Source: an optimization exercise on an open RTL-to-GDS flow (aim: small area). Production flows keep margins and buffers that such runs may drop. The RTL was checked by simulation tests, not by an equivalence proof against the original design.

Design nectx, start of the top module:
module nectx (
    input             clk,
    input             rst,
    input      [31:0] top,
    input             host_we,
    input      [2:0]  host_addr,
    input      [31:0] host_wdata,
    output reg [31:0] host_rdata,
    output     [31:0] carrier
);
    localparam [3:0] PH_IDLE           = 4'd0;
    localparam [3:0] PH_LEAD_MARK      = 4'd1;
    localparam [3:0] PH_LEAD_SPACE     = 4'd2;
    localparam [3:0] PH_BIT_MARK       = 4'd3;
    localparam [3:0] PH_BIT_SPACE      = 4'd4;
    localparam [3:0] PH_TRAIL_MARK     = 4'd5;
    localparam [3:0] PH_RPT_LEAD_MARK  = 4'd6;
    localparam [3:0] PH_RPT_SPACE      = 4'd7;
    localparam [3:0] PH_RPT_TRAIL_MARK = 4'd8;
    localparam [1:0] RPT_IDLE      = 2'd0;
    localparam [1:0] RPT_REPEATING = 2'd1;
    localparam [1:0] RPT_STOPPING  = 2'd2;
    localparam [7:0] OP_DECODE_RAW        = 8'h01;
    localparam [7:0] OP_ENCODE_RAW        = 8'h02;
    localparam [7:0] OP_SEND_BYTES        = 8'h03;
    localparam [7:0] OP_SEND_REPEAT_FRAME = 8'h04;
    localparam [7:0] OP_SEND              = 8'h05;
    localparam [7:0] OP_SEND_RAW          = 8'h06;
    localparam [7:0] OP_STOP_REPEAT       = 8'h07;
    localparam [7:0] OP_CONFIGURE         = 8'h08;
    reg [31:0] arg;          
    reg [7:0]  cmd_op;
    reg        op_v;         
    reg        dur_v;        
    reg [6:0]  dur_m;
    reg        rc_v;         
    reg [23:0] rc;
    reg        rd_v;         
    reg [24:0] r_decode;
    reg [3:0]  phase;
    reg [4:0]  bit_idx;
    reg        owner;
    reg        ill;
    reg        ovr;
    reg [6:0]  duty;
    reg [1:0]  rpt;
    reg        busy;
    reg [10:0] cnt;          
    reg [6:0]  acc;          
    reg [6:0]  mduty;        
    wire is_mark = (phase == PH_LEAD_MARK) || (phase == PH_BIT_MARK) ||
                   (phase == PH_TRAIL_MARK) || (phase == PH_RPT_LEAD_MARK) ||
  ...
For scale: ~130 I/O pins.
clock: 40.0 ns
lec_check: 0
abc_area: 1
cap_margin: 20
core_margin: 2
core_utilization: 65
slew_margin: 20
standard.sh (not shown) runs the stock make flow with config.mk's settings and CLKGATE_MAP_FILE= SYNTH_SCRIPT=/design/flow/synth_recipe.tcl, a recipe that flattens the netlist after the stock synthesis.
==> flow/flow/run.sh <==
#!/bin/bash
# Own flow: the standard layout, except that
#  * synthesis maps the logic with an area-oriented ABC script (no ABC gate
#    upsizing or buffering; the placer's timing repair sizes what the clock
#    period needs) and extracts only full adders; registers are mapped
#    exactly as in the standard flow;
#  * the port buffers that global placement inserts on every input and
#    output are sky130_fd_sc_hd__buf_1.
set -euo pipefail
WORK=$(pwd)
rm -rf "$WORK/myscripts"
cp -r "$FLOW_HOME/scripts" "$WORK/myscripts"
cp "$WORK/flow/abc_area.script" "$WORK/myscripts/abc_area.script"
cp "$WORK/flow/abc_area.script" "$WORK/myscripts/abc_speed.script"
sed -i 's/^  extract_fa {\*}\[dont_use_extract_fa_args\]$/  extract_fa -fa/' "$WORK/myscripts/synth.tcl"
grep -q '^  extract_fa -fa$' "$WORK/myscripts/synth.tcl"
sed "s#^make -C #make SCRIPTS_DIR=$WORK/myscripts -C #" standard.sh > mysynth.sh
grep -q "SCRIPTS_DIR=$WORK/myscripts" mysynth.sh
sed "s#^make -C #make 'BUFFER_PORTS_ARGS=-buffer_cell sky130_fd_sc_hd__buf_1' -C #" standard.sh > mylayout.sh
grep -q "BUFFER_PORTS_ARGS" mylayout.sh
bash mysynth.sh synth > "$WORK/synth.log" 2>&1
bash mylayout.sh > "$WORK/layout.log" 2>&1
==> flow/flow/abc_area.script <==
strash
dc2
&get -n
&deepsyn -T 30
&put
dch -f
map -a
topo
Rerun with:
==> flow/flow/abc_area.script (replaced) <==
strash
dc2
&get -n
&deepsyn -T 60
&put
dch -f
map -a
topo
--- a/flow/config.mk
+++ b/flow/config.mk
@@ -9,4 +9,4 @@
 export CAP_MARGIN = 20
 export CORE_MARGIN = 2
-export CORE_UTILIZATION = 65
+export CORE_UTILIZATION = 60
 export SLEW_MARGIN = 20
Effect: Design area falls by 0.61%. Core utilization falls by 5.6 points. Synthesized area stays flat.
Rerun with:
==> flow/flow/abc_area.script (replaced) <==
strash
dc2
strash
dch -f
map -a
topo
Outcome: The new run finished clean. Die area went up by about 0.7%. Sequential share of layout area shrinks by 0.25 points. Maximum frequency is about the same. Cell area increases by about 1%. Wire length is higher by 0.38%.

* * *

nectx, a different RTL version from the one above (not shown whole).
For scale: roughly 2,000 cells after synthesis, roughly 180 flip-flops, about 0.016 mm2 of cells after synthesis.
clock: 40.0 ns
lec_check: 0
abc_area: 1
cap_margin: 20
core_margin: 2
core_utilization: 75
slew_margin: 20
==> flow/flow/abc_area.script <==
strash
dc2
strash
dch -f
map -a
topo
Scripts as last shown in full above: flow/flow/run.sh
==> next run, changes <==
Settings changed: CTS_BUF_LIST from default to sky130_fd_sc_hd__clkbuf_8 sky130_fd_sc_hd__clkbuf_16, CTS_CLUSTER_SIZE from default to 30.
The new run finished clean; setup slack does not change; routed wire length stays the same; synthesized area stays the same.
==> next run, changes <==
Settings changed: CORE_UTILIZATION 75 to 60, CTS_BUF_LIST sky130_fd_sc_hd__clkbuf_8 sky130_fd_sc_hd__clkbuf_16 to default, CTS_CLUSTER_SIZE 30 to default.
Effect: The new run went through all stages and came out clean. Synthesized cell count stays the same. Wire length falls by 7.8%. Maximum frequency rises by 1.8%. Area after synthesis does not change. Non-clock buffer count falls by 8.

port drivers added, routing unchanged:
How much do the figures lean on ideal ports? The routed layouts below were timed once more, with nothing changed but the port constraints.
Step 1 sets driving cells, clkbuf_16 on the clock port and buf_2 on the other inputs (assumed; they add their load-dependent delay and slew).
Step 2, shift: input delay + t, output delay - t, t = (earliest + latest rising clock arrival at the registers) / 2. This alone moves slack from input paths to output paths.
Slacks: no drivers / after step 1 / after step 2; pairs: no drivers / after step 1.
| run | t, ns | setup WS [ns] | hold WS [ns] | worst slew at a driven data input, ns |
|---|---|---|---|---|
| the first run of note 1 | 0.496 | 2.853 / 2.802 / 3.298 | 0.417 / 0.417 / 0.417 | 0.09 |
| the second run of note 1 | 0.489 | 2.682 / 2.633 / 3.122 | 0.412 / 0.412 / 0.412 | 0.06 |
| the third run of note 1 | 0.484 | 2.697 / 2.648 / 3.132 | 0.415 / 0.415 / 0.415 | 0.07 |
| the first run of note 2 | 0.497 | 1.293 / 1.244 / 1.742 | 0.422 / 0.422 / 0.422 | 0.06 |
| the second run of note 2 | 0.497 | 1.293 / 1.244 / 1.742 | 0.422 / 0.422 / 0.422 | 0.06 |
| the third run of note 2 | 0.490 | 1.983 / 1.928 / 2.418 | 0.415 / 0.415 / 0.415 | 0.09 |
After both steps every run listed still meets setup and hold.
